This design comes from an exercise in tuning for small area, a short achievable clock period and few clock cycles on the open sky130 flow, not from production work. RTL that was checked went through simulation tests only; none was proved equivalent to the original. Only the layout flow was run in runs 1 and 2; the RTL was not checked for function there. Power is estimated from default activity; no workload was simulated.

--- flow/run.sh ---
#!/bin/bash
# Standard ORFS layout (standard synthesis, unchanged). Timing repair aims at a
# larger setup slack than the default so that the achieved period is short.
set -euo pipefail
bash standard.sh SETUP_SLACK_MARGIN=10 CTS_CLUSTER_SIZE=24 CTS_CLUSTER_DIAMETER=70 finish > standard.log 2>&1
--- standard.sh ---
#!/bin/bash
# synth_recipe.tcl (not shown) runs the flow's synth.tcl, then flattens the netlist and writes it again
# the make line also repeats each setting of config.mk as NAME=value (left out here)
make -C /OpenROAD-flow-scripts/flow DESIGN_CONFIG=/design/flow/config.mk WORK_HOME=/design/flow/orfs CLKGATE_MAP_FILE= SYNTH_SCRIPT=/design/flow/synth_recipe.tcl "${@:-finish}"
--- config.mk ---
export PLATFORM = sky130hd
export DESIGN_NAME = kbd_scan_react
export DESIGN_NICKNAME = kbd_scan_react
export VERILOG_FILES = /design/flow/design.v
export SDC_FILE = /design/flow/constraint.sdc
export NUM_CORES = 8
export LEC_CHECK = 0
export CAP_MARGIN = 20
export CORE_MARGIN = 2
export CORE_UTILIZATION = 40
export PLACE_DENSITY = 0.6
export SLEW_MARGIN = 20
--- constraint.sdc ---
create_clock -name core_clock -period 14.0 [get_ports {clk}]
set_input_delay 2.8000 -clock core_clock [delete_from_list [all_inputs] [get_ports {clk}]]
set_output_delay 2.8000 -clock core_clock [all_outputs]
set_load 0.01 [all_outputs]
--- design.v ---
module kbd_scan_react (
    input  wire        clk,
    input  wire        rst,
    input  wire        cmd_valid,
    input  wire [7:0]  cmd,
    output wire        cmd_ready,
    output reg  [7:0]  row_n,
    input  wire [7:0]  col_n,
    input  wire [31:0] rnd_data,
    output reg         rnd_take,
    output wire [17:0] ev,
    output reg         led_valid,
    output reg  [23:0] led_data,
    output reg         draw_valid,
    output wire [1:0]  draw_sprite,
    output wire [2:0]  fault
);
    localparam [1:0] M_RAINBOW = 2'd0, M_LIGHTNING = 2'd1, M_CHASE = 2'd2, M_CHASE2 = 2'd3;
    localparam [3:0] S_IDLE = 4'd0,
                     S_SCAN = 4'd1,    
                     S_POP  = 4'd2,    
                     S_DBW  = 4'd3,    
                     S_LFW  = 4'd4,    
                     S_LF   = 4'd5,    
                     S_LW0  = 4'd6,    
                     S_LT0  = 4'd7,    
                     S_LW1  = 4'd8,    
                     S_LT1  = 4'd9,    
                     S_LR   = 4'd10,   
                     S_LR2  = 4'd11,   
                     S_LT2  = 4'd12,   
                     S_KW0  = 4'd13,   
                     S_KT0  = 4'd14,   
                     S_KT1  = 4'd15;   
    reg [3:0]  st;
    reg        rdy;
    reg        rdy_ok;       
    reg        f_proto, f_ill;
    reg [2:0]  sc_row;
    reg        row_on;
    reg [2:0]  ic;           
    reg [2:0]   phi;
    reg [63:0]  rs;          
    reg [255:0] rc;          
    reg [63:0]  rsn;         
    reg         lap0;        
    reg [3:0]   pass;        
    reg [7:0]   bvalid;
    reg [7:0]   bkind;
    reg [2:0]   brow;
    reg [7:0]   evrow;
    reg [7:0]   ev_r;        
    reg [59:0] lk;           
    reg [11:0] lt;           
    reg [1:0]  fk;           
    reg        fws;          
    reg [7:0]  ft;
    reg        fpend;        
    reg [6:0]  lcnt;
    reg [3:0]  cidx;
    reg [7:0]  cph;          
    reg [1:0]  mode;
    reg [3:0]  rsel;         
    reg [3:0]  jsel;         
    reg        lb;           
    reg        ldim;
    reg [7:0]  p0r;          
    reg [9:0]  a_p3;         
    reg        a_r0, a_r2;   
    reg [8:0]  a_fd;         
    reg        a_fl;         
    reg        a_ty;         
    reg [3:0]  a_d;          
    reg [1:0]  a_m3;         
    reg [1:0]  sprite;
    reg [31:0] dd;           
    reg x_ltf, x_lk, x_lm, x_dt, x_dk, x_lfin, x_lw;
    reg x_prev;              
    reg [7:0]  mbyte;
    reg [3:0]  macc;         
    reg [2:0]  mcnt;
    reg        mvalid;
    reg [3:0]  rj_q;         
    reg        rtrig_q;      
    assign cmd_ready   = rdy;
    assign draw_sprite = sprite;
    assign fault       = {f_proto, f_ill, 1'b0};
    assign ev          = {ev_r[7:6], 5'd0, ev_r[5:3], 5'd0, ev_r[2:0]};
    wire [7:0]  u_s   = lap0 ? 8'd0  : rs[7:0];
    wire [31:0] u_c   = lap0 ? 32'd0 : rc[31:0];
    wire [7:0]  u_sn  = lap0 ? 8'd0  : rsn[7:0];
    wire        in_pass = (pass != 4'd0);
    reg  [7:0]  u_s2, u_fire, u_pend;
    reg  [31:0] u_c2;
    reg  [3:0]  uc;
    reg         udif;
    integer k;
    always @* begin
        for (k = 0; k < 8; k = k + 1) begin
            uc   = u_c[4*k +: 4];
            udif = u_sn[k] ^ u_s[k];
            u_fire[k] = udif & (uc == 4'd14);
            u_pend[k] = &uc;
            u_s2[k]   = u_s[k] ^ u_fire[k];
            u_c2[4*k +: 4] = udif ? ((&uc) ? 4'd1 : uc + 4'd1) : 4'd0;
        end
    end
    wire        u_fany   = |u_fire;
    wire [7:0]  lowmask  = (8'd1 << phi) - 8'd1;
    wire        ld_now   = !in_pass && (bvalid == 8'd0) && evrow[phi] && ((evrow & lowmask) == 8'd0);
    wire        q_any    = (bvalid != 8'd0) || (evrow != 8'd0);
    wire [3:0]  p_last   = {1'b0, phi} + pass - 4'd1;
    wire        p_early  = (bvalid != 8'd0) && !p_last[3] && (brow < phi);
    wire        pop_wait = (in_pass && !p_early) || ((bvalid == 8'd0) && (evrow != 8'd0));
    reg [2:0] b_col;
    integer n;
    always @* begin
        b_col = 3'd0;
        for (n = 7; n >= 0; n = n - 1)
            if (bvalid[n]) b_col = n;
    end
    wire b_kind  = bkind[b_col];
    wire b_press = (bvalid != 8'd0) && b_kind;
    wire [2:0] sn_wp = sc_row - phi - 3'd1;
    wire       sample = (st == S_SCAN) && row_on;
    reg [7:0] bv_nx, evrow_nx, bkind_nx;
    reg [2:0] brow_nx;
    always @* begin
        bv_nx = bvalid; evrow_nx = evrow; bkind_nx = bkind; brow_nx = brow;
        if (in_pass) begin
            if (u_fany) begin
                if ((bvalid == 8'd0 && evrow == 8'd0) || (bvalid != 8'd0 && phi < brow)) begin
                    if (bvalid != 8'd0) evrow_nx[brow] = 1'b1;
                    brow_nx = phi; bv_nx = u_fire; bkind_nx = u_sn;
                end else
                    evrow_nx[phi] = 1'b1;
            end
        end else if (ld_now) begin
            brow_nx = phi; bv_nx = u_pend; bkind_nx = u_s;
            evrow_nx[phi] = 1'b0;
        end
    end
    wire [7:0] bv_pop = bvalid & ~(8'd1 << b_col);
    wire [7:0] ev_pop = (bvalid == 8'd0) ? 8'd0 : {1'b1, b_kind, brow, b_col};
    wire is_L   = (mode == M_LIGHTNING);
    wire is_C   = (mode == M_CHASE);
    wire [6:0] k_last  = (mode == M_CHASE2) ? 7'd99 : 7'd9;
    wire       lt_fire = (lcnt == k_last);
    wire       scan_go = (ic >= 3'd3) && !in_pass;
    wire frame_x = x_ltf | x_lk | x_lm | x_lfin | x_lw;
    wire lf_ok   = !frame_x && !x_prev;
    wire dd_hit = x_dk ? 1'b0 : x_dt ? (dd == 32'd398) : (dd == 32'd399);
    wire [1:0] spr_t = (sprite == 2'd1) ? 2'd2 : 2'd1;
    wire [3:0] t_lk  = mvalid ? S_KT0 : S_KW0;
    wire [3:0] t_db  = in_pass ? S_DBW : S_IDLE;
    wire [3:0] t_pop = pop_wait ? S_POP : (b_press && is_L) ? t_lk : S_IDLE;
    wire [3:0] t_lt  = (lt_fire && is_L) ? (mvalid ? S_LT0 : S_LW0) : S_IDLE;
    wire [3:0] t_lkc = is_L ? t_lk : S_IDLE;
    wire [3:0] t_lf  = lf_ok ? S_LF : S_LFW;
    wire       pop_press = !pop_wait && b_press;
    reg [3:0] st_nx;
    reg       rdy_nx, rdyok_nx, take_nx, lfin_nx, lw_nx, lb_ld, ldim_ld, jsel_ld;
    reg [3:0] rsel_nx;
    reg [2:0] scrow_nx;
    reg [7:0] rown_nx;
    reg       rowon_nx;
    always @* begin
        st_nx = st; rdy_nx = rdy; rdyok_nx = rdy_ok; take_nx = 1'b0;
        lfin_nx = 1'b0; lw_nx = 1'b0; lb_ld = 1'b0; ldim_ld = 1'b0; jsel_ld = 1'b0;
        rsel_nx = rsel; scrow_nx = sc_row; rown_nx = row_n; rowon_nx = row_on;
        case (st)
        S_SCAN: begin
            if (row_on) begin
                rown_nx = 8'hFF; rowon_nx = 1'b0; scrow_nx = sc_row + 3'd1;
                if (sc_row == 3'd7) begin
                    st_nx = S_IDLE; rdy_nx = 1'b1; rdyok_nx = 1'b1;
                end
            end else if (scan_go) begin
                rown_nx = ~(8'd1 << sc_row); rowon_nx = 1'b1;
            end
        end
        S_DBW: if (!in_pass) begin
            st_nx = S_IDLE; rdy_nx = 1'b1; rdyok_nx = !q_any;
        end
        S_POP: if (!pop_wait) begin
            st_nx = t_pop; rdy_nx = (t_pop == S_IDLE); rdyok_nx = (t_pop == S_IDLE);
            take_nx = b_press && is_L && mvalid;
        end
        S_LFW: if (lf_ok) st_nx = S_LF;
        S_LF: begin
            if (rsel == 4'd12) begin
                st_nx = S_IDLE; rdy_nx = 1'b1; rdyok_nx = 1'b1; rsel_nx = 4'd1;
            end else
                rsel_nx = rsel + 4'd1;
        end
        S_LW0: if (mvalid) begin
            st_nx = S_LT0; take_nx = 1'b1;
        end
        S_LT0: begin
            if (rtrig_q)
                st_nx = S_LW1;
            else begin
                st_nx = S_IDLE; rdy_nx = 1'b1; rdyok_nx = 1'b1; lfin_nx = 1'b1;
            end
        end
        S_LW1: if (mvalid) begin
            st_nx = S_LT1; take_nx = 1'b1; rsel_nx = rj_q;
        end
        S_LT1: begin
            st_nx = S_LR; rsel_nx = 4'd1; jsel_ld = 1'b1;
        end
        S_LR: begin
            st_nx = S_LR2; ldim_ld = 1'b1;
        end
        S_LR2: begin
            if (ldim) begin
                st_nx = S_LT2; take_nx = 1'b1;
            end else begin
                st_nx = S_IDLE; rdy_nx = 1'b1; rdyok_nx = 1'b1; lfin_nx = 1'b1;
            end
        end
        S_LT2: begin
            lb_ld = 1'b1;
            st_nx = S_IDLE; rdy_nx = 1'b1; rdyok_nx = 1'b1; lfin_nx = 1'b1; lw_nx = 1'b1;
        end
        S_KW0: if (mvalid) begin
            st_nx = S_KT0; take_nx = 1'b1;
        end
        S_KT0: begin
            st_nx = S_KT1; take_nx = 1'b1; jsel_ld = 1'b1;
        end
        S_KT1: begin
            lb_ld = 1'b1;
            st_nx = S_IDLE; rdy_nx = 1'b1; rdyok_nx = 1'b1; lw_nx = 1'b1;
        end
        default: ;
        endcase
    end
    wire pop_s = (st == S_POP) && !pop_wait;
    wire [3:0] st_d;
    wire       rdy_d, rdyok_d, fill_d, fproto_d, xltf_d, xlk_d, xlm_d, xdt_d, xdk_d;
    wire       dv_d, take_d, rowon_d;
    wire [3:0] pass_d;
    wire [6:0] lcnt_d;
    wire [1:0] mode_d, spr_d;
    wire [7:0] ev_d, bv_d, rown_d;
    wire [2:0] scrow_d;
    kbd_scan_react_cmd u_cmd (
        .cmd(cmd), .cmd_valid(cmd_valid), .rdy_ok(rdy_ok),
        .st_nx(st_nx), .t_db(t_db), .t_pop(t_pop), .t_lt(t_lt), .t_lkc(t_lkc), .t_lf(t_lf),
        .rdy_nx(rdy_nx), .rdyok_nx(rdyok_nx),
        .r_db(t_db == S_IDLE), .r_pop(t_pop == S_IDLE), .r_lt(t_lt == S_IDLE), .r_lkc(t_lkc == S_IDLE),
        .ro_db(!in_pass && !q_any),
        .f_ill(f_ill), .fproto_nx(f_proto || (st == S_DBW && !in_pass && q_any)),
        .db_proto(!in_pass && q_any),
        .pass_nx(in_pass ? pass - 4'd1 : (st == S_DBW && !q_any) ? 4'd8 : 4'd0),
        .lcnt(lcnt), .lcnt_lt(lt_fire ? 7'd0 : lcnt + 7'd1),
        .mode(mode),
        .ltf_lt(lt_fire && !is_L), .lk_lk(is_C), .lk_pop(pop_press && is_C),
        .xlk_nx(pop_s && b_press && is_C), .dk_pop(pop_press), .xdk_nx(pop_s && b_press),
        .spr_t(spr_t), .spr_nx((pop_s && b_press) ? spr_t : sprite), .dd_hit(dd_hit),
        .dv_nx(pop_s && b_press),
        .take_nx(take_nx), .take_lt(lt_fire && is_L && mvalid), .take_lk(is_L && mvalid),
        .take_pop(pop_press && is_L && mvalid),
        .pop_ok(!pop_wait), .ev_pop(ev_pop), .ev_nx(pop_s ? ev_pop : ev_r),
        .bv_pop(bv_pop), .bv_nx(pop_s ? bv_pop : bv_nx),
        .scrow_nx(scrow_nx), .rown_nx(rown_nx), .rowon_nx(rowon_nx), .scan_go(scan_go),
        .st_d(st_d), .rdy_d(rdy_d), .rdyok_d(rdyok_d), .fill_d(fill_d), .fproto_d(fproto_d),
        .pass_d(pass_d), .lcnt_d(lcnt_d), .mode_d(mode_d), .xltf_d(xltf_d), .xlk_d(xlk_d),
        .xlm_d(xlm_d), .xdt_d(xdt_d), .xdk_d(xdk_d), .spr_d(spr_d), .dv_d(dv_d), .take_d(take_d),
        .ev_d(ev_d), .bv_d(bv_d), .scrow_d(scrow_d), .rown_d(rown_d), .rowon_d(rowon_d));
    wire a_step = (st == S_LF && rsel != 4'd12) || (st == S_LT1);
    wire       f_rb  = (fk == 2'd0);
    wire       f_c2  = (fk == 2'd3);
    wire [3:0] d0    = (f_c2 && cidx >= 4'd6) ? cidx - 4'd6 : cidx;
    wire [7:0] a0_p  = f_rb ? ft : cph - {4'd0, d0};
    wire [9:0] a0_p3 = {2'd0, p0r} + {1'd0, p0r, 1'b0};
    wire [10:0] a_dp3 = f_rb ? (fws ? ((a_m3 == 2'd2) ? 11'd66 : 11'd63) : 11'd0)
                             : (a_d == 4'd0) ? (f_c2 ? -11'd15 : -11'd33) : 11'd3;
    wire [10:0] a_s3  = {1'b0, a_p3} + a_dp3;
    wire [9:0]  a_p3n = {a_s3[10] ? 2'b10 : (a_s3[9:8] == 2'b11) ? 2'b00 : a_s3[9:8], a_s3[7:0]};
    wire [3:0]  a_dn  = (a_d == 4'd0) ? (f_c2 ? 4'd5 : 4'd11) : a_d - 4'd1;
    wire [1:0]  a_m3n = (a_m3 == 2'd2) ? 2'd0 : a_m3 + 2'd1;
    wire [9:0]  n_p3  = a_step ? a_p3n : a0_p3;
    wire [3:0]  n_sel = a_step ? rsel : 4'd0;
    wire [4:0]  n_k   = f_rb ? 5'd0 : lk[5*n_sel +: 5];
    wire       b_r0  = a_r0;
    wire       b_r2  = a_r2;
    wire [7:0] b_3q  = a_p3[7:0] + {6'd0, b_r2, !b_r0 && !b_r2};
    wire [7:0] lo_v  = a_fl ? (a_ty ? 8'd128 : 8'd255) : b_3q;
    wire [7:0] hi_v  = a_fl ? 8'd255 : ~b_3q;
    wire [9:0] lo_d  = {2'd0, lo_v} - {1'b0, a_fd};
    wire [9:0] hi_d  = {2'd0, hi_v} - {1'b0, a_fd};
    wire [7:0] lo_f  = lo_d[9] ? 8'd0 : lo_d[7:0];
    wire [7:0] hi_f  = hi_d[9] ? 8'd0 : hi_d[7:0];
    wire [7:0] c_r   = (a_fl | b_r2) ? lo_f : b_r0 ? hi_f : 8'd0;
    wire [7:0] c_g   = a_fl ? lo_f : b_r0 ? 8'd0 : b_r2 ? hi_f : lo_f;
    wire [7:0] c_b   = (a_fl | !(b_r0 | b_r2)) ? hi_f : b_r0 ? lo_f : 8'd0;
    wire       c_dim = c_r < 8'd100;
    wire [3:0] m15   = (macc == 4'd15) ? 4'd0 : macc;
    wire [2:0] m5    = (m15 >= 4'd10) ? m15 - 4'd10 : (m15 >= 4'd5) ? m15 - 4'd5 : m15;
    wire [1:0] m3    = (m15 >= 4'd12) ? m15 - 4'd12 : (m15 >= 4'd9) ? m15 - 4'd9 :
                       (m15 >= 4'd6) ? m15 - 4'd6 : (m15 >= 4'd3) ? m15 - 4'd3 : m15;
    wire       r_trig = (mbyte[1:0] == 2'd0) && (m5 == 3'd0);
    wire [1:0] m43   = (mbyte[1:0] == 2'd3) ? 2'd0 : mbyte[1:0];
    wire [2:0] jt    = {1'b0, m3} + 3'd3 - {1'b0, m43};
    wire [1:0] jq    = (jt >= 3'd3) ? jt[1:0] - 2'd3 : jt[1:0];
    wire [3:0] r_j   = {jq, mbyte[1:0]};
    wire [5:0] ms1   = {2'd0, macc} + {2'd0, mbyte[7:4]} + {2'd0, mbyte[3:0]};
    wire [4:0] ms2   = {1'b0, ms1[3:0]} + {3'd0, ms1[5:4]};
    wire [3:0] ms3   = ms2[3:0] + {3'd0, ms2[4]};
    wire [3:0] cidx_next = (cidx == 4'd11) ? 4'd0 : cidx + 4'd1;
    wire [3:0] cidx_twin = (cidx_next >= 4'd6) ? cidx_next - 4'd6 : cidx_next + 4'd6;
    wire chase_upd = x_ltf & mode[1];
    wire l_clear   = x_lm & (mode != M_RAINBOW);
    wire l_fade    = chase_upd | x_lfin;
    reg [59:0] lk_n;
    reg [11:0] lt_n;
    reg        wr;
    integer i;
    always @* begin
        for (i = 0; i < 12; i = i + 1) begin
            wr = ((chase_upd | x_lk) & ((i == cidx_next) || (mode == M_CHASE2 && i == cidx_twin))) |
                 (x_lw & (i == jsel));
            lt_n[i] = (x_lw & (i == jsel)) ? lb : lt[i];
            if (l_clear)
                lk_n[5*i +: 5] = 5'd31;
            else if (wr)
                lk_n[5*i +: 5] = l_fade ? 5'd1 : 5'd0;
            else if (l_fade && lk[5*i +: 5] != 5'd31)
                lk_n[5*i +: 5] = lk[5*i +: 5] + 5'd1;
            else
                lk_n[5*i +: 5] = lk[5*i +: 5];
        end
    end
    always @(posedge clk) begin
        led_data <= {c_g, c_r, c_b};
        p0r  <= a0_p;
        a_p3 <= n_p3;
        a_r0 <= (n_p3 < 10'd255);
        a_r2 <= (n_p3 >= 10'd510);
        a_fd <= {n_k, 3'd0} + {2'd0, n_k, 1'b0};
        a_ty <= lt[n_sel];
        a_fl <= (fk == 2'd1);
        a_d  <= a_step ? a_dn  : d0;
        a_m3 <= a_step ? a_m3n : 2'd0;
        lt   <= lt_n;
        bkind <= bkind_nx;
        brow  <= brow_nx;
        if (jsel_ld) jsel <= rj_q;
        if (lb_ld)   lb   <= rnd_data[0];
        if (ldim_ld) ldim <= c_dim;
        rs  <= {in_pass ? u_s2 : u_s, rs[63:8]};
        rc  <= {in_pass ? u_c2 : u_c, rc[255:32]};
        rsn <= {u_sn, rsn[63:8]};
        if (sample)
            rsn[8*sn_wp +: 8] <= ~col_n;
        if (rst) begin
            st <= S_IDLE; rdy <= 1'b1; rdy_ok <= 1'b1;
            f_proto <= 1'b0; f_ill <= 1'b0;
            sc_row <= 3'd0; row_on <= 1'b0; ic <= 3'd0; row_n <= 8'hFF;
            phi <= 3'd0; lap0 <= 1'b1; pass <= 4'd0;
            bvalid <= 8'd0; evrow <= 8'd0; ev_r <= 8'd0;
            lk <= {12{5'd31}}; fk <= 2'd1; fws <= 1'b0; ft <= 8'd255; fpend <= 1'b0;
            lcnt <= 7'd0; cidx <= 4'd0; cph <= 8'd255; mode <= M_RAINBOW;
            rsel <= 4'd1;
            sprite <= 2'd0; dd <= 32'd0;
            x_ltf <= 1'b0; x_lk <= 1'b0; x_lm <= 1'b0;
            x_dt <= 1'b0; x_dk <= 1'b0; x_lfin <= 1'b0; x_lw <= 1'b0; x_prev <= 1'b0;
            rnd_take <= 1'b0; led_valid <= 1'b0; draw_valid <= 1'b0;
            mcnt <= 3'd0; macc <= 4'd0; mvalid <= 1'b0;
        end else begin
            if (rnd_take) begin
                mcnt <= 3'd0; macc <= 4'd0; mvalid <= 1'b0;
            end else if (!mvalid) begin
                case (mcnt)
                3'd0: mbyte <= rnd_data[31:24];
                3'd1: mbyte <= rnd_data[23:16];
                3'd2: mbyte <= rnd_data[15:8];
                default: mbyte <= rnd_data[7:0];
                endcase
                if (mcnt != 3'd0 && mcnt != 3'd5)
                    macc <= ms3;
                if (mcnt == 3'd5) begin
                    mvalid <= 1'b1; rj_q <= r_j; rtrig_q <= r_trig;
                end else
                    mcnt <= mcnt + 3'd1;
            end
            ic <= row_on ? 3'd0 : (ic[2] ? 3'd4 : ic + 3'd1);
            phi   <= phi + 3'd1;
            if (phi == 3'd7) lap0 <= 1'b0;
            evrow <= evrow_nx;
            lk <= lk_n;
            if (x_lm) begin
                if (mode == M_RAINBOW)
                    fpend <= 1'b1;
                else begin
                    fk <= mode; cidx <= 4'd0; cph <= 8'd255;
                end
            end else if (chase_upd | x_lk) begin
                cidx <= cidx_next;
                cph  <= cph + 8'd1;
            end
            if (x_ltf && mode == M_RAINBOW) begin
                fk <= 2'd0;
                if (fpend) begin
                    fws <= 1'b1; ft <= 8'd0; fpend <= 1'b0;
                end else
                    ft <= ft + 8'd1;
            end
            if (x_dk)
                dd <= 32'd0;
            else if (x_dt)
                dd <= dd + 32'd1;
            x_prev <= frame_x;
            st      <= st_d;
            rdy     <= rdy_d;
            rdy_ok  <= rdyok_d;
            f_ill   <= fill_d;
            f_proto <= fproto_d;
            pass    <= pass_d;
            lcnt    <= lcnt_d;
            mode    <= mode_d;
            x_ltf   <= xltf_d;
            x_lk    <= xlk_d;
            x_lm    <= xlm_d;
            x_dt    <= xdt_d;
            x_dk    <= xdk_d;
            x_lfin  <= lfin_nx;
            x_lw    <= lw_nx;
            sprite  <= spr_d;
            draw_valid <= dv_d;
            rnd_take   <= take_d;
            ev_r    <= ev_d;
            bvalid  <= bv_d;
            sc_row  <= scrow_d;
            row_n   <= rown_d;
            row_on  <= rowon_d;
            rsel    <= rsel_nx;
            led_valid <= (st == S_LF);
        end
    end
endmodule
module kbd_scan_react_cmd (
    input  wire [7:0] cmd,
    input  wire       cmd_valid,
    input  wire       rdy_ok,
    input  wire [3:0] st_nx, t_db, t_pop, t_lt, t_lkc, t_lf,
    input  wire       rdy_nx, rdyok_nx, r_db, r_pop, r_lt, r_lkc, ro_db,
    input  wire       f_ill, fproto_nx, db_proto,
    input  wire [3:0] pass_nx,
    input  wire [6:0] lcnt, lcnt_lt,
    input  wire [1:0] mode,
    input  wire       ltf_lt, lk_lk, lk_pop, xlk_nx, dk_pop, xdk_nx,
    input  wire [1:0] spr_t, spr_nx,
    input  wire       dd_hit, dv_nx,
    input  wire       take_nx, take_lt, take_lk, take_pop,
    input  wire       pop_ok,
    input  wire [7:0] ev_pop, ev_nx, bv_pop, bv_nx,
    input  wire [2:0] scrow_nx,
    input  wire [7:0] rown_nx,
    input  wire       rowon_nx, scan_go,
    output wire [3:0] st_d,
    output wire       rdy_d, rdyok_d, fill_d, fproto_d,
    output wire [3:0] pass_d,
    output wire [6:0] lcnt_d,
    output wire [1:0] mode_d,
    output wire       xltf_d, xlk_d, xlm_d, xdt_d, xdk_d,
    output wire [1:0] spr_d,
    output wire       dv_d, take_d,
    output wire [7:0] ev_d, bv_d,
    output wire [2:0] scrow_d,
    output wire [7:0] rown_d,
    output wire       rowon_d
);
    wire ok     = cmd_valid & rdy_ok;
    wire a_scan = ok & (cmd == 8'h10);
    wire a_db   = ok & (cmd == 8'h20);
    wire a_pop  = ok & (cmd == 8'h21);
    wire a_lt   = ok & (cmd == 8'h30);
    wire a_lk   = ok & (cmd == 8'h31);
    wire a_lf   = ok & (cmd == 8'h32);
    wire a_lm   = ok & (cmd[7:2] == 6'b001101);
    wire a_dt   = ok & (cmd == 8'h40);
    wire a_dk   = ok & (cmd == 8'h41);
    wire a_ill  = ok & ~((cmd == 8'h10) | (cmd == 8'h20) | (cmd == 8'h21) | (cmd == 8'h30) |
                         (cmd == 8'h31) | (cmd == 8'h32) | (cmd[7:2] == 6'b001101) |
                         (cmd == 8'h40) | (cmd == 8'h41));
    assign st_d     = a_scan ? 4'd1 : a_db ? t_db : a_pop ? t_pop : a_lt ? t_lt :
                      a_lk ? t_lkc : a_lf ? t_lf : st_nx;
    assign rdy_d    = (a_scan | a_lf) ? 1'b0 : a_db ? r_db : a_pop ? r_pop : a_lt ? r_lt :
                      a_lk ? r_lkc : rdy_nx;
    assign rdyok_d  = (a_scan | a_lf | a_ill) ? 1'b0 : a_db ? ro_db : a_pop ? r_pop :
                      a_lt ? r_lt : a_lk ? r_lkc : rdyok_nx;
    assign fill_d   = f_ill | a_ill;
    assign fproto_d = fproto_nx | (a_db & db_proto);
    assign pass_d   = (a_db & ro_db) ? 4'd8 : pass_nx;
    assign lcnt_d   = a_lt ? lcnt_lt : a_lm ? 7'd0 : lcnt;
    assign mode_d   = a_lm ? cmd[1:0] : mode;
    assign xltf_d   = a_lt & ltf_lt;
    assign xlk_d    = (a_lk & lk_lk) | (a_pop & lk_pop) | xlk_nx;
    assign xlm_d    = a_lm;
    assign xdt_d    = a_dt;
    assign xdk_d    = a_dk | (a_pop & dk_pop) | xdk_nx;
    assign spr_d    = (a_dk | (a_pop & dk_pop)) ? spr_t : (a_dt & dd_hit) ? 2'd0 : spr_nx;
    assign dv_d     = a_dk | (a_dt & dd_hit) | (a_pop & dk_pop) | dv_nx;
    assign take_d   = (a_lt & take_lt) | (a_lk & take_lk) | (a_pop & take_pop) | take_nx;
    assign ev_d     = (a_pop & pop_ok) ? ev_pop : ev_nx;
    assign bv_d     = (a_pop & pop_ok) ? bv_pop : bv_nx;
    assign scrow_d  = a_scan ? 3'd0 : scrow_nx;
    assign rown_d   = a_scan ? (scan_go ? 8'hFE : 8'hFF) : rown_nx;
    assign rowon_d  = a_scan ? scan_go : rowon_nx;
endmodule
==> run_results.csv, run 1 <==
group,metric,value,unit
power,p_per_area,115,nW/µm²
timing,layout_setup_ws,9.74,ns
place,gp_congestion,0.906,
global_routing,grt_pass1_vias,22000,
min_path,hp-class,"reg2reg",
detailed_routing,vias,22800,
detailed_routing,dr.first_iter.drc_count,1924,
place,pre_cts_slack,8.19,ns
layout,layout-drive-gt1-share,10.6,%
floorplan,die-height,274,µm
global_routing,grt_pass1_wl,118000,µm
clock_network,ctsHoldBuffers,0,
critical_path,worstPathArrival,4.77,ns
timing,drv_slew,0,
timing,tightest_slew,1.07,ns
critical_path,crit_end,"row_n[1]$_SDFFE_PP1P_",
power,power.switching,988,µW
place,port_buffers,98,
timing,setup_violations,0,
floorplan,io-pin-count,110,
power,p_clk_share,36.6,%
synthesis,synth.cell_area,29100,µm²
synthesis,synth_top_area_cell,"dfxtp_1",
critical_path,startpoint,"cmd[3]",
synthesis,synth-edff-count,42,
place,dpl.hpwl,52500,µm
job,max_cap_violations,0,
critical_path,critPathKind,"in2reg",
detailed_routing,wirelength,73800,µm
synthesis,ys_seq_area_share,48.9,%
clock_network,htreeDepth,2,
layout,finalNonFillerCells,4094,
detailed_routing,drc,0,
outcome,outcome,"complete, no violations",
synthesis,synth_top_flop_cell,"dfxtp_1",
floorplan,die-area,75000,µm²
global_routing,grt_max_degree,88,
power,switching_share,25.9,%
synthesis,synth.avg_cell_area,9.55,µm²
timing,rsz0062_at_grt,"true",
power,internal_power,2.82,mW
synthesis,ys_types,98,
floorplan,fp-row-count,98,
clock_network,cts.clk_slew.worst_paths,0.09,ns
synthesis,ys_warn_count,1,
floorplan,floorplan.initialDensity,40.5,%
critical_path,start_kind,"input pin",
power,peakVddDrop,0.000109,V
critical_path,critPathSlowestCell,"or4_4",
global_routing,antenna_found_initial,3,
floorplan,fp.dieW,274,µm
critical_path,rr_endpoint,"ldim$_DFFE_PP_",
global_routing,gr-total-overflow,0,
critical_path,cpPeakStageDelay,0.54,ns
critical_path,regToRegSetupSlack,10.10,ns
synthesis,yosys.area.top_type_share,44.6,%
layout,antenna_cells,0,
critical_path,critPathMaxFanout,3,
timing,max-slew-margin-rel,28.4,%
timing,clock_skew,0.0340,ns
critical_path,worstPathCellList,"buf_8, or2_4, or4_4, or4_4, o21ai_4, and3_4, a21oi_2, or2_1",
synthesis,synth_area_leaders,"dfxtp_1 (45%), ha_1 (6.4%), edfxtp_1 (4.3%)",
floorplan,core,71900,µm²
detailed_routing,dr.pass1.iters,6,
timing,min_period,4.26,ns
power,p_leak,12.3,nW
detailed_routing,viasPerCell,5.57,
detailed_routing,ant_nets,0,
critical_path,ff2ff_path_depth,14,
critical_path,cp_common_cell,"or4_4",
clock_network,cts_buffers,46,
clock_network,cts_num_sinks,691,
power,finalPower,3.81,mW
timing,hold_slack,0.312,ns
layout,syn2layout_area_growth,13.6,%
detailed_routing,wl_per_cell,18.0,µm
layout,nets,3330,
clock_network,cts_root_buf,"clkbuf_16",
clock_network,clkLatencyLatePin,0.63,ns
synthesis,ys_seq_elements,691,
synthesis,synthCells,3050,
critical_path,regToRegStartpoint,"a_r0$_DFF_P_",
timing,tns,0,ns
place,dp.cells,3985,
clock_network,clockBufferDepth,3,
timing,finalCritPeriodShare,30.4,%
synthesis,ys_async_sr_fraction,0,%
global_routing,grt_usage,19.3,%
clock_network,cts_tree,"yes",
timing,finalHoldViolCount,0,
power,combPwrFrac,9.9,%
power,pwr-share-seq,53.5,%
critical_path,crit_path_end_kind,"flip-flop",
timing,max_freq,235,MHz
critical_path,required,14.51,ns
per-stage QoR:
step | util, % | instance area [µm²]
floorplan | - | 29300
global placement | 43.2 | 31000
detailed placement | 43.2 | 31000
CTS | 45.7 | 32800
global route | 46.1 | 33100
finish | 46.1 | 33100
routing by layer:
metal / up-vias / track usage (%) / wire (µm) / part of all wire (%)
li1: 11100 / - / - / -
met1: 11000 / 27.4 / 35200 / 48
met2: 581 / 30.8 / 32900 / 45
met3: 106 / 2.99 / 4130 / 5.6
met4: 0 / 4.45 / 1550 / 2.1
met5: - / 0 / 0 / 0
cell usage in the layout (no fill, tap or decap), types with 16 or more instances in the layout:
cell type        synthesis  routed
nand4_1                 51      51
o21ai_0                200     196
nand2b_1                30      29
xor2_1                  70      70
a21oi_1                185     175
a32o_1                  25      25
clkdlybuf4s50_1          0      40
nand3_1                 91      86
inv_1                  106     105
nor2_1                 264     253
xnor2_1                 50      50
ha_1                   148     147
a211oi_1                55      51
or2_2                   18      17
edfxtp_1                42      42
and3_1                  53      51
nor4_1                  23      20
mux2i_1                 56      56
a22o_1                  34      34
a31oi_1                 21      19
buf_2                    7      29
buf_4                   15      45
nor3_1                  68      65
o21a_1                  16      16
clkbuf_16                0      46
nor2b_1                 40      40
or3_1                   17      16
nand2_1                267     261
and2_1                  18      17
dfxtp_1                649     624
sequential cells by signal (all words and copies together), names as in the netlist, 10 cells and up:
register,cells
rc,256
rs,64
rsn,64
lk,60
dd,32
led_data,24
lt,12
a_p3,10
timing repair:
item	4_1_cts	5_1_grt
resized for setup	297	56
setup endpoints to repair	189	79
pin swaps	17	13
buffers inserted	21	11
cloned	1	0
cell type report:
class,instances,area (µm²)
Clock buffer,52,1170
Clock inverter,24,338
Fill cell,6784,38800
Inverter,108,412
Multi-Input combinational cell,2122,14400
Sequential cell,691,14300
Tap cell,950,1190
Timing Repair Buffer,147,1260
cells in the mapped netlist, types with 34 or more instances:
library cell and n:
nand2_1 267, o21ai_0 200, nor2b_1 40, inv_1 106, xnor2_1 50, mux2i_1 56, xor2_1 70, a211oi_1 55
nand4_1 51, and3_1 53, edfxtp_1 42, nand3_1 91, a21oi_1 185, nor3_1 68, dfxtp_1 649, ha_1 148
clkbuf_1 103, a22o_1 34, nor2_1 264
how the worst min path moves through the flow:
| stage | start | end | slack, ns | cells past startpoint |
|---|---|---|---|---|
| 5_1_grt | rc[71]$_DFF_P_ | rc[39]$_DFF_P_ | 0.32 | 0 |
| 3_3_place_gp | rc[57]$_DFF_P_ | rc[25]$_DFF_P_ | 0.31 | 0 |
| 2_1_floorplan | rc[32]$_DFF_P_ | rc[0]$_DFF_P_ | 0.31 | 0 |
| 3_5_place_dp | rc[46]$_DFF_P_ | rc[14]$_DFF_P_ | 0.31 | 0 |
| 6_report | rs[33]$_DFF_P_ | rs[25]$_DFF_P_ | 0.31 | 0 |
| 4_1_cts | rs[33]$_DFF_P_ | rs[25]$_DFF_P_ | 0.31 | 0 |
logic make-up after synthesis:
family          Yosys count  synth area share [%]
mux                      64                  2.39
compound gates          729                  16.4
flops                   691                  48.9
simple gates           1034                  17.8
buf+inv                 248                  3.44
xor+xnor                120                  3.61
fa+ha+maj               163                  7.39
other cells               1                0.0129
power groups by stage:
stage | clock (mW) | combinational (mW) | sequential, mW
detailed placement | 0 | 0.365 | 2.09
CTS | 1.44 | 0.375 | 2.04
floorplan | 0 | 0.289 | 2.07
finish | 1.39 | 0.378 | 2.04
global placement | 0 | 0.347 | 2.09
global route | 1.52 | 0.430 | 2.05
worst max-delay path, delay by kind of cell:
| family | cells | cell delay (ns) |
|---|---|---|
| and+or+nand+nor | 5 | 1.72 |
| AOI/OAI and AO/OA | 2 | 0.16 |
| buffers and inverters | 1 | 0.10 |
==> run 2, diff against run 1 <==
--- a/config.mk
+++ b/config.mk
@@ -10,3 +10,4 @@
 export CORE_UTILIZATION = 40
 export PLACE_DENSITY = 0.6
 export SLEW_MARGIN = 20
+export SYNTH_HIERARCHICAL = 1
==> run 2 against run 1 <==
Against the previous run: clock power hardly changed; hold slack better by 0.0019 ns; sequential share of layout area is 0.35 points lower; register-to-register slack better by 0.09 ns; combinational power is 19% lower; clock skew is 0.013 ns lower; critical endpoint is now rdy_ok$_SDFF_PP1_; first-iteration DRC count is 24% lower; global-route usage is 1.9 points lower; highest routed layer is now met5.
==> run_results.csv, run 2 <==
group,metric,value,unit
place,dp.cells,4050,
min_path,hold_path_end,"rc[90]$_DFF_P_",
clock_network,cts_buffers,45,
critical_path,regToRegSetupSlack,10.19,ns
layout,mostFrequentLayoutCells,"dfxtp_1 (620), nand2_1 (270), nor2_1 (249)",
clock_network,ctsHoldBuffers,0,
critical_path,worstPathArrival,4.46,ns
power,peakVddDrop,0.000104,V
timing,rsz0062_at_grt,"false",
critical_path,regToRegStartpoint,"phi[0]$_SDFF_PP0_",
layout,regMostFlops,"rc",
power,p_per_area,112,nW/µm²
floorplan,floorplan.initialDensity,40.6,%
global_routing,grt_pass1_wl,110000,µm
timing,layout_setup_ws,10.02,ns
layout,stdcell_area,33300,µm²
synthesis,synth_top_flop_cell,"dfxtp_1",
critical_path,startpoint,"cmd[6]",
layout,final_util,45.5,%
synthesis,ys_async_sr_fraction,0,%
layout,layout-drive-gt1-share,10.3,%
clock_network,htreeDepth,2,
floorplan,fp-row-count,99,
critical_path,ff2ff_path_depth,9,
min_path,hp-class,"reg2reg",
layout,syn2layout_area_growth,12.1,%
global_routing,grt_usage,17.4,%
critical_path,critPathKind,"in2reg",
floorplan,die-area,76600,µm²
timing,min_period,3.98,ns
timing,drv_slew,0,
layout,antenna_cells,0,
detailed_routing,wirelength,67900,µm
place,dpl.hpwl,47300,µm
synthesis,ys_warn_count,7,
critical_path,required,14.48,ns
timing,hold_slack,0.314,ns
clock_network,clkLatencyLatePin,0.60,ns
clock_network,cts.clk_slew.worst_paths,0.09,ns
min_path,hold_path.startpoint,"rc[122]$_DFF_P_",
synthesis,ys_seq_area_share,47.9,%
timing,tns,0,ns
clock_network,cts_tree,"yes",
timing,max_freq,251,MHz
layout,reg.largest.list,"rc x256, rs x64, rsn x64",
detailed_routing,dr.pass1.iters,5,
floorplan,core,73300,µm²
min_path,whs_path_depth,0,
outcome,outcome,"complete, no violations",
synthesis,synth.cell_area,29700,µm²
synthesis,synth_area_leaders,"dfxtp_1 (44%), ha_1 (6.2%), edfxtp_1 (4.2%)",
global_routing,gr-total-overflow,0,
synthesis,yosysMostFrequentCell,"dfxtp_1",
timing,setup_violations,0,
layout,finalNonFillerCells,4138,
place,port_buffers,98,
global_routing,grt_max_degree,81,
global_routing,grt_pass1_vias,20500,
timing,finalHoldViolCount,0,
detailed_routing,dr.first_iter.drc_count,1463,
layout,nets,3367,
synthesis,synth.avg_cell_area,9.59,µm²
critical_path,rr_endpoint,"rsn[61]$_DFF_P_",
synthesis,synthCells,3103,
detailed_routing,vias,21700,
global_routing,antenna_found_initial,3,
synthesis,yosys-top-cells-count,"dfxtp_1 (649), nand2_1 (271), nor2_1 (256), o21ai_0 (183), a21oi_1 (178)",
detailed_routing,viasPerCell,5.25,
layout,final_common_cell,"dfxtp_1",
power,p_leak,12.7,nW
synthesis,yosys.area.top_type_share,43.7,%
timing,finalCritPeriodShare,28.4,%
power,finalPower,3.74,mW
clock_network,cts_root_buf,"clkbuf_16",
synthesis,synth_top_area_cell,"dfxtp_1",
critical_path,start_kind,"input pin",
critical_path,critPathSlowestCell,"or4b_4",
floorplan,die-height,277,µm
layout,largest_register_ffs,256,
place,pre_cts_slack,8.42,ns
place,dpl_cell_area,31500,µm²
synthesis,synth-edff-count,42,
floorplan,io-pin-count,110,
detailed_routing,wl_per_cell,16.4,µm
synthesis,ys_types,113,
job,max_cap_violations,0,
critical_path,worstPathCellList,"buf_4, or4b_4, nor3_4, buf_12, buf_6, a211oi_1, o211a_1, or2_2",
place,gp_congestion,0.853,
clock_network,clockBufferDepth,3,
critical_path,cpPeakStageDelay,0.56,ns
timing,max-slew-margin-rel,35.7,%
critical_path,critPathMaxFanout,9,
floorplan,fp.dieW,277,µm
timing,tightest_slew,0.960,ns
clock_network,cts_num_sinks,691,
critical_path,crit_path_end_kind,"flip-flop",
timing,clock_skew,0.0208,ns
synthesis,ys_seq_elements,691,
detailed_routing,ant_nets,0,
detailed_routing,drc,0,
## run 2: layout make-up
class | count | area (µm²)
multi-input combinational | 2170 | 14800
timing repair buffer | 127 | 1120
clock inverter | 24 | 359
tap | 959 | 1200
inverter | 119 | 458
clock buffer | 48 | 1140
sequential | 691 | 14300
fill | 7070 | 40000
## run 2: critical path, delay by kind of cell
family	cells	cell delay (ns)
compound gates	2	0.26
buf+inv	3	0.42
simple gates	3	0.99
## run 2: worst max-delay path by stage
stage / end / slack, ns / cells past startpoint
6_report: rdy_ok$_SDFF_PP1_ / 10.02 / 8
5_1_grt: a_fd[7]$_DFF_P_ / 9.99 / 15
4_1_cts: ldim$_DFFE_PP_ / 10.00 / 16
3_5_place_dp: bvalid[2]$_SDFF_PP0_ / 8.42 / 6
3_3_place_gp: ev_r[1]$_SDFF_PP0_ / 8.37 / 6
2_1_floorplan: bvalid[0]$_SDFF_PP0_ / 9.56 / 7
## run 2: Yosys stat by module, one instance, submodules excluded
module              flip-flops and latches  cells  times used  area [µm²]
kbd_scan_react                         691   2936           1       28500
kbd_scan_react_cmd                       0    167           1        1230
## run 2: repair_timing
item	in CTS	in global routing
setup endpoints to repair	122	66
resized for setup	216	62
buffers inserted	11	4
pin swaps	8	7
cloned	1	0
## run 2: power breakdown
group	internal [mW]	total, mW	switching [mW]	leakage (nW)
Clock	0.652	1.41	0.759	0.724
Sequential	2.00	2.03	0.0251	5.64
Combinational	0.140	0.306	0.167	6.31
## run 2: cells by family after synthesis
| group | count (synthesis) | share of synthesized area, % |
|---|---|---|
| flops | 691 | 47.9 |
| xor+xnor | 131 | 3.86 |
| buf+inv | 261 | 3.63 |
| other cells | 2 | 0.0252 |
| compound gates | 704 | 15.6 |
| mux | 95 | 3.69 |
| fa+ha+maj | 162 | 7.19 |
| simple gates | 1057 | 18.1 |
## run 2: per-layer routing
metal	global-route usage, %	vias to the layer above	share of wire (%)
met5	0	-	0.035
met4	4.57	4	2.4
met3	2.82	101	4.4
met2	28.6	399	45
met1	23.8	10200	48
li1	-	11000	-
==> run 3, diff against run 2 <==
--- a/design.v
+++ b/design.v
@@ -45,6 +45,8 @@
     reg [63:0]  rsn;         
     reg         lap0;        
     reg [3:0]   pass;        
+    reg [7:0]   rhot;        
+    reg [7:0]   pmask;       
     reg [7:0]   bvalid;
     reg [7:0]   bkind;
     reg [2:0]   brow;
@@ -106,12 +108,17 @@
         end
     end
     wire        u_fany   = |u_fire;
+    reg         u_hot;
+    always @* begin
+        u_hot = 1'b0;
+        for (k = 0; k < 8; k = k + 1)
+            u_hot = u_hot | (u_c2[4*k +: 4] == 4'd14);
+    end
     wire [7:0]  lowmask  = (8'd1 << phi) - 8'd1;
     wire        ld_now   = !in_pass && (bvalid == 8'd0) && evrow[phi] && ((evrow & lowmask) == 8'd0);
     wire        q_any    = (bvalid != 8'd0) || (evrow != 8'd0);
-    wire [3:0]  p_last   = {1'b0, phi} + pass - 4'd1;
-    wire        p_early  = (bvalid != 8'd0) && !p_last[3] && (brow < phi);
-    wire        pop_wait = (in_pass && !p_early) || ((bvalid == 8'd0) && (evrow != 8'd0));
+    wire [7:0]  bmask    = (8'd1 << brow) - 8'd1;
+    wire        pop_wait = (bvalid != 8'd0) ? ((pmask & bmask) != 8'd0) : ((pmask != 8'd0) || (evrow != 8'd0));
     reg [2:0] b_col;
     integer n;
     always @* begin
@@ -359,7 +366,7 @@
             st <= S_IDLE; rdy <= 1'b1; rdy_ok <= 1'b1;
             f_proto <= 1'b0; f_ill <= 1'b0;
             sc_row <= 3'd0; row_on <= 1'b0; ic <= 3'd0; row_n <= 8'hFF;
-            phi <= 3'd0; lap0 <= 1'b1; pass <= 4'd0;
+            phi <= 3'd0; lap0 <= 1'b1; pass <= 4'd0; rhot <= 8'd0; pmask <= 8'd0;
             bvalid <= 8'd0; evrow <= 8'd0; ev_r <= 8'd0;
             lk <= {12{5'd31}}; fk <= 2'd1; fws <= 1'b0; ft <= 8'd255; fpend <= 1'b0;
             lcnt <= 7'd0; cidx <= 4'd0; cph <= 8'd255; mode <= M_RAINBOW;
@@ -390,6 +397,12 @@
             phi   <= phi + 3'd1;
             if (phi == 3'd7) lap0 <= 1'b0;
             evrow <= evrow_nx;
+            if (in_pass) begin
+                rhot[phi]  <= u_hot;
+                pmask[phi] <= 1'b0;
+            end
+            if (pass_d == 4'd8)
+                pmask <= rhot;
             lk <= lk_n;
             if (x_lm) begin
                 if (mode == M_RAINBOW)
--- a/config.mk
+++ b/config.mk
@@ -7,7 +7,7 @@
 export LEC_CHECK = 0
 export CAP_MARGIN = 20
 export CORE_MARGIN = 2
-export CORE_UTILIZATION = 40
-export PLACE_DENSITY = 0.6
+export CORE_UTILIZATION = 60
+export PLACE_DENSITY = 0.75
 export SLEW_MARGIN = 20
 export SYNTH_HIERARCHICAL = 1
==> run 3 against run 2 <==
Against the previous run: cell area up 1.0%; via count up 8.7%; hold slack better by 0.0084 ns; critical path type unchanged; critical endpoint is now pmask[1]$_SDFFE_PP0P_; highest routed layer is now met4.
==> run_results.csv, run 3 <==
group,metric,value,unit
outcome,outcome,"complete, no violations",
critical_path,cpPeakStageDelay,0.58,ns
critical_path,worstPathArrival,4.57,ns
clock_network,cts_num_sinks,707,
synthesis,ys_warn_count,7,
power,p_leak,12.9,nW
timing,drv_slew,0,
synthesis,synth.avg_cell_area,9.55,µm²
critical_path,regToRegStartpoint,"a_r2$_DFF_P_",
detailed_routing,wirelength,72900,µm
layout,register_area,14600,µm²
layout,multi_input_area,15300,µm²
detailed_routing,ant_nets,0,
global_routing,grt_pass1_wl,118000,µm
timing,min_period,4.10,ns
power,p_clk_share,34.5,%
global_routing,grt_usage,27.1,%
job,max_cap_violations,0,
min_path,hp-class,"reg2reg",
timing,rsz0062_at_grt,"true",
floorplan,die-area,52700,µm²
floorplan,fp.dieW,230,µm
critical_path,required,14.47,ns
global_routing,grt_max_degree,77,
synthesis,ys_seq_elements,707,
clock_network,cts.clk_slew.worst_paths,0.08,ns
timing,tns,0,ns
timing,max_freq,244,MHz
layout,fillers,3940,
global_routing,gr-total-overflow,0,
power,p_per_area,108,nW/µm²
min_path,hold_path_end,"rc[19]$_DFF_P_",
clock_network,clockBufferDepth,3,
detailed_routing,drc,0,
synthesis,synth_area_leaders,"dfxtp_1 (44%), ha_1 (6.0%), edfxtp_1 (4.1%)",
min_path,hold_path.startpoint,"rc[51]$_DFF_P_",
timing,finalCritPeriodShare,29.3,%
critical_path,crit_path_end_kind,"flip-flop",
detailed_routing,viasPerCell,6.00,
floorplan,fp-row-count,82,
global_routing,antenna_found_initial,0,
power,pwr-share-seq,56.9,%
synthesis,synthCells,3199,
synthesis,ys_async_sr_fraction,0,%
layout,final_common_cell,"dfxtp_1",
critical_path,cp_common_cell,"buf_4",
synthesis,ys_types,99,
detailed_routing,vias,23600,
detailed_routing,dr.pass1.iters,6,
layout,regMostFlops,"rc",
timing,max-slew-margin-rel,28.0,%
synthesis,synth.cell_area,30500,µm²
layout,syn2layout_area_growth,10.3,%
power,internal_power,2.75,mW
floorplan,die-height,230,µm
layout,nets,3456,
synthesis,yosysMostFrequentCell,"dfxtp_1",
critical_path,rr_endpoint,"ldim$_DFFE_PP_",
synthesis,synth_top_flop_cell,"dfxtp_1",
timing,clock_skew,0.0285,ns
clock_network,htreeDepth,2,
layout,stdcell_area,33700,µm²
power,switching_share,24.3,%
critical_path,critPathKind,"in2reg",
floorplan,floorplan.initialDensity,60.9,%
layout,reg.largest.list,"rc x256, rs x64, rsn x64",
synthesis,yosys-top-cells-count,"dfxtp_1 (665), nand2_1 (264), nor2_1 (259), a21oi_1 (173)",
floorplan,core,50200,µm²
detailed_routing,dr.first_iter.drc_count,1984,
layout,antenna_cells,0,
min_path,whs_path_depth,0,
layout,layout-drive-gt1-share,9.28,%
clock_network,cts_tree,"yes",
floorplan,io-pin-count,110,
critical_path,regToRegSetupSlack,10.02,ns
clock_network,cts_root_buf,"clkbuf_16",
power,power.switching,886,µW
place,dpl_cell_area,32100,µm²
synthesis,ys_seq_area_share,47.7,%
layout,mostFrequentLayoutCells,"dfxtp_1 (637), nand2_1 (258), nor2_1 (258)",
layout,largest_register_ffs,256,
timing,finalHoldViolCount,0,
critical_path,critPathMaxFanout,7,
clock_network,cts_buffers,41,
power,combPwrFrac,8.5,%
clock_network,clkLatencyLatePin,0.61,ns
synthesis,yosys.area.top_type_share,43.6,%
place,dpl.hpwl,50800,µm
critical_path,worstPathCellList,"buf_4, nor4b_4, nand3_2, and2_4, or4b_4, buf_4, nand3_1, a21oi_1",
timing,setup_violations,0,
place,port_buffers,98,
detailed_routing,wl_per_cell,18.5,µm
critical_path,start_kind,"input pin",
critical_path,critPathSlowestCell,"or4b_4",
place,gp_congestion,0.933,
clock_network,ctsHoldBuffers,0,
global_routing,grt_pass1_vias,23200,
timing,tightest_slew,1.08,ns
synthesis,synth_top_area_cell,"dfxtp_1",
critical_path,ff2ff_path_depth,15,
synthesis,synth-edff-count,42,
power,peakVddDrop,0.000122,V
## run 3: changes by cell type in the layout (fill, tap and decap cells not counted), sizes merged, moves of 8 or more
| cell | change |
|---|---|
| o21bai | -14 |
| o21ai | +8 |
| nand3 | +14 |
| inv | -10 |
| dlygate4sd2 | +8 |
| clkbuf | -13 |
| dfxtp | +16 |
| buf | +19 |
| mux2i | +28 |
| a21oi | -9 |
| nand2 | -13 |
| a211oi | +9 |
| o211ai | +15 |
## run 3: area by class of cell
cell class                 count  share of cell area (%)
clock inverter                21                   0.572
multi-input combinational   2239                    45.4
tap                          672                    2.50
clock buffer                  44                    3.14
sequential                   707                    43.4
inverter                     116                    1.30
timing repair buffer         139                    3.65
## run 3: repair_timing
action,4_1_cts,5_1_grt
setup buffers,15,10
endpoints found under the setup margin,149,79
pin swaps,15,18
gates cloned,0,1
resized for setup,221,46
endpoints found under the hold margin,0,0
## run 3: per-stage QoR
step                util (%)  std cells  power [mW]  hold slack (ns)  setup WS (ns)
floorplan                  -       3217        2.35            0.310           9.35
global placement        63.9       3847        2.40            0.310           8.21
detailed placement      63.9       3847        2.42            0.312           8.09
CTS                     66.7       3927        3.66            0.323           9.86
global route            67.1       3938        3.77            0.327           9.82
finish                  67.1       3938        3.64            0.323           9.90
## run 3: layer usage
metal	track usage (%)	part of all wire, %	up-vias
met4	9.17	2.8	0
li1	-	-	11400
met2	47.1	49	682
met5	0	0	-
met3	2.83	4.6	144
met1	35.1	44	11400
## run 3: worst max-delay path by stage
stage | start | to | slack [ns] | cells past startpoint
final | cmd[7] | pmask[1]$_SDFFE_PP0P_ | 9.90 | 8
after global placement | cmd[2] | pmask[4]$_SDFFE_PP0P_ | 8.21 | 9
after global routing | cmd[3] | pmask[0]$_SDFFE_PP0P_ | 9.82 | 9
after CTS | cmd[3] | pmask[0]$_SDFFE_PP0P_ | 9.86 | 9
after floorplan | cmd[6] | pmask[0]$_SDFFE_PP0P_ | 9.35 | 9
after detailed placement | cmd[2] | pmask[0]$_SDFFE_PP0P_ | 8.09 | 9
## run 3: cells by family (layout without fill, tap and decap cells)
| kind of cell | after synthesis | after routing | synth area share, % |
|---|---|---|---|
| buffers and inverters | 272 | 320 | 3.61 |
| adder cells (fa/ha/maj) | 161 | 161 | 6.96 |
| AND/OR/NAND/NOR | 1076 | 1077 | 17.8 |
| XOR/XNOR | 137 | 137 | 3.93 |
| other | 2 | 20 | 0.0246 |
| multiplexers | 121 | 121 | 4.36 |
| flip-flops | 707 | 707 | 47.7 |
| AO/OA/AOI/OAI | 723 | 723 | 15.6 |
## run 3: worst max-delay path, delay by kind of cell
family          cells  cell delay, ns
simple gates        5            1.40
buf+inv             2            0.30
compound gates      1            0.06
## run 3: modules after synthesis (local to each module, per instance)
module / flip-flops and latches / cell area [µm²] / cells inside / copies in the design
kbd_scan_react: 707 / 29300 / 3032 / 1
kbd_scan_react_cmd: 0 / 1230 / 167 / 1
## run 3: power by group through the flow
stage          Combinational, mW  Clock (mW)  Sequential (mW)
6_report                   0.310        1.26             2.07
5_1_grt                    0.347        1.35             2.07
4_1_cts                    0.309        1.28             2.07
3_5_place_dp               0.305           0             2.12
3_3_place_gp               0.285           0             2.12
2_1_floorplan              0.243           0             2.10
Testbench counts of run 3, summed over its fixed seeds: cycles 1,055,818.
==> run 4, diff against run 3 <==
--- a/config.mk
+++ b/config.mk
@@ -7,7 +7,7 @@
 export LEC_CHECK = 0
 export CAP_MARGIN = 20
 export CORE_MARGIN = 2
-export CORE_UTILIZATION = 60
-export PLACE_DENSITY = 0.75
+export CORE_UTILIZATION = 40
+export PLACE_DENSITY = 0.6
 export SLEW_MARGIN = 20
 export SYNTH_HIERARCHICAL = 1
==> run 4 against run 3 <==
Against the previous run: via count decreased by 4.5%; final cell count increased by 7.9%; maximum frequency increased by 1.2%; register-to-register slack improved by 0.05 ns; sequential power about the same; utilization decreased by 22 points; hold slack got worse by 0.024 ns; critical path depth unchanged.
==> run_results.csv, run 4 <==
group,metric,value,unit
critical_path,cp.buffers_inverters,1,
place,pre_cts_slack,8.05,ns
critical_path,regToRegStartpoint,"a_r2$_DFF_P_",
place,port_buffers,98,
synthesis,synth_top_flop_cell,"dfxtp_1",
power,internal_power,2.80,mW
critical_path,start_kind,"input pin",
critical_path,worstPathCellList,"buf_4, nor4b_4, nand3_2, and2_4, or4b_4, nand2_2, a2bb2oi_2, nor2_1",
floorplan,die-area,78600,µm²
clock_network,cts_tree,"yes",
synthesis,synth_top_area_cell,"dfxtp_1",
layout,antenna_cells,0,
place,gp_congestion,0.852,
layout,syn2layout_area_growth,12.0,%
power,peakVddDrop,0.0000991,V
clock_network,htreeDepth,2,
global_routing,grt_usage,17.8,%
layout,mostFrequentLayoutCells,"dfxtp_1 (642), nand2_1 (259), nor2_1 (256)",
power,power.switching,940,µW
timing,hold_slack,0.298,ns
place,dpl.hpwl,50300,µm
detailed_routing,drc,0,
critical_path,rr_endpoint,"ldim$_DFFE_PP_",
layout,final_common_cell,"dfxtp_1",
timing,tightest_slew,0.979,ns
critical_path,worstPathArrival,4.53,ns
layout,final_util,45.1,%
timing,min_period,4.06,ns
outcome,outcome,"complete, no violations",
job,max_cap_violations,0,
layout,stdcell_area,34200,µm²
detailed_routing,wirelength,71900,µm
critical_path,regToRegSetupSlack,10.07,ns
synthesis,synth.avg_cell_area,9.55,µm²
critical_path,ff2ff_path_depth,16,
detailed_routing,wl_per_cell,16.9,µm
layout,finalNonFillerCells,4249,
floorplan,core,75800,µm²
synthesis,ys_seq_elements,707,
layout,layout-drive-gt1-share,9.72,%
critical_path,critPathMaxFanout,8,
place,dpl_cell_area,32400,µm²
global_routing,grt_pass1_vias,21300,
layout,nets,3457,
detailed_routing,viasPerCell,5.31,
layout,largest_register_ffs,256,
synthesis,synth-edff-count,42,
synthesis,yosys.area.top_type_share,43.6,%
timing,setup_violations,0,
synthesis,ys_seq_area_share,47.7,%
clock_network,clockBufferDepth,3,
synthesis,synth_area_leaders,"dfxtp_1 (44%), ha_1 (6.0%), edfxtp_1 (4.1%)",
timing,finalHoldViolCount,0,
power,p_per_area,109,nW/µm²
min_path,hp-class,"reg2reg",
timing,drv_slew,0,
critical_path,cp.depth,8,
critical_path,startpoint,"cmd[7]",
layout,multi_input_area,15300,µm²
timing,tns,0,ns
critical_path,crit_end,"pmask[4]$_SDFFE_PP0P_",
detailed_routing,vias,22600,
clock_network,cts_buffers,44,
timing,max_freq,247,MHz
floorplan,floorplan.initialDensity,40.3,%
detailed_routing,dr.pass1.iters,5,
detailed_routing,ant_nets,0,
synthesis,synth.cell_area,30500,µm²
timing,layout_setup_ws,9.94,ns
floorplan,io-pin-count,110,
place,dp.cells,4152,
power,finalPower,3.74,mW
clock_network,clkLatencyLatePin,0.62,ns
clock_network,cts_root_buf,"clkbuf_16",
power,pwr-share-seq,55.3,%
timing,finalCritPeriodShare,29.0,%
critical_path,critPathSlowestCell,"or4b_4",
layout,fillers,7317,
synthesis,yosys-top-cells-count,"dfxtp_1 (665), nand2_1 (264), nor2_1 (259), a21oi_1 (173)",
clock_network,cts.clk_slew.worst_paths,0.09,ns
layout,regMostFlops,"rc",
layout,reg.largest.list,"rc x256, rs x64, rsn x64",
critical_path,required,14.47,ns
power,p_leak,12.9,nW
power,switching_share,25.1,%
global_routing,antenna_found_initial,1,
synthesis,synthCells,3199,
synthesis,yosysMostFrequentCell,"dfxtp_1",
global_routing,grt_max_degree,91,
power,p_clk_share,36.5,%
critical_path,cpPeakStageDelay,0.62,ns
global_routing,grt_pass1_wl,114000,µm
synthesis,ys_async_sr_fraction,0,%
timing,clock_skew,0.0433,ns
power,combPwrFrac,8.2,%
critical_path,critPathKind,"in2reg",
global_routing,gr-total-overflow,0,
floorplan,die-height,280,µm
floorplan,fp.dieW,280,µm
clock_network,cts_num_sinks,707,
critical_path,crit_path_end_kind,"flip-flop",
floorplan,fp-row-count,101,
timing,max-slew-margin-rel,34.4,%
critical_path,cpLargestDelayFamily,"simple AND/OR/NAND/NOR gates",
layout,register_area,14600,µm²
synthesis,ys_warn_count,7,
clock_network,ctsHoldBuffers,0,
synthesis,ys_types,99,
min_path,hold_path.startpoint,"rs[52]$_DFF_P_",
timing,rsz0062_at_grt,"true",
detailed_routing,dr.first_iter.drc_count,1476,
-- run 4: cell types whose count changed in the layout (fill, tap and decap cells not counted), moves of 4 or more --
cell             change
dlygate4sd2_1        -9
buf_2                +9
dfxtp_1              +5
clkbuf_2             +7
dfxtp_2              -8
clkdlybuf4s15_2      -4
clkdlybuf4s15_1      -4
-- run 4: logic make-up after synthesis --
group,Yosys count,synth area share (%)
flops,707,47.7
mux,121,4.36
buf+inv,272,3.61
other cells,2,0.0246
xor+xnor,137,3.93
fa+ha+maj,161,6.96
simple gates,1076,17.8
compound gates,723,15.6
-- run 4: cell type report --
class | count | share of cell area, %
clock buffer | 47 | 3.28
tap | 978 | 3.58
multi-input combinational | 2240 | 44.9
timing repair buffer | 136 | 3.38
inverter | 116 | 1.29
sequential | 707 | 42.7
clock inverter | 25 | 0.860
-- run 4: Yosys stat by module, one instance, submodules excluded --
module              flip-flops and latches  cells  copies in the design
kbd_scan_react                         707   3032                     1
kbd_scan_react_cmd                       0    167                     1
-- run 4: what timing repair did --
| action | in CTS | in global routing |
|---|---|---|
| pin swaps | 19 | 15 |
| resized for setup | 252 | 56 |
| endpoints found under the setup margin | 154 | 67 |
| setup buffers | 13 | 9 |
| cloned | 2 | 1 |
-- run 4: worst min path at each step --
stage | endpoint | cells past startpoint
finish | rs[44]$_DFF_P_ | 0
floorplan | rc[0]$_DFF_P_ | 0
global route | rs[44]$_DFF_P_ | 0
CTS | rs[44]$_DFF_P_ | 0
detailed placement | rc[22]$_DFF_P_ | 0
global placement | rc[101]$_DFF_P_ | 0
-- run 4: metal layers --
metal	vias to the layer above	GRT usage [%]	wire length (µm)
li1	11400	-	-
met1	10600	24.6	34800
met3	97	3.29	3240
met4	0	4.92	1670
met5	-	0	0
met2	413	28.4	32100
-- run 4: power groups by stage --
stage	Sequential (mW)	Combinational, mW	Clock, mW
2_1_floorplan	2.10	0.243	0
3_5_place_dp	2.12	0.302	0
6_report	2.07	0.307	1.37
3_3_place_gp	2.12	0.296	0
5_1_grt	2.07	0.350	1.48
4_1_cts	2.07	0.307	1.41

-- port drivers added, routing unchanged --
The results above use ideal ports. As a check the final layouts listed here were re-extracted and re-timed, cells and wires unchanged.
Step 1 (the two cells are an assumption about what drives the block):
set clk [get_ports {clk}]
set_driving_cell -lib_cell sky130_fd_sc_hd__clkbuf_16 $clk
set_driving_cell -lib_cell sky130_fd_sc_hd__buf_2 [delete_from_list [all_inputs] $clk]
Step 2 moves the port delays by t, midway between the first and last clock arrival at a register: inputs arrive t later, outputs are due t later. That takes back most of the time a late clock gives input paths.
Slacks: ideal / step 1 / step 2; pairs: ideal / step 1.
| run | shift t [ns] | setup slack, ns | clock arrival spread, ns |
|---|---|---|---|
| run 1 | 0.679 | 9.741 / 9.761 / 9.081 | 0.035 / 0.035 |
| run 2 | 0.651 | 10.018 / 9.940 / 9.290 | 0.029 / 0.029 |
| run 3 | 0.665 | 9.896 / 9.933 / 9.269 | 0.033 / 0.033 |
| run 4 | 0.665 | 9.944 / 9.948 / 9.282 | 0.046 / 0.045 |
After both steps setup and hold are still met in every run listed. For run 2, which loses most, drivers alone change the setup slack by -0.078 ns; drivers and shift together by -0.728 ns.
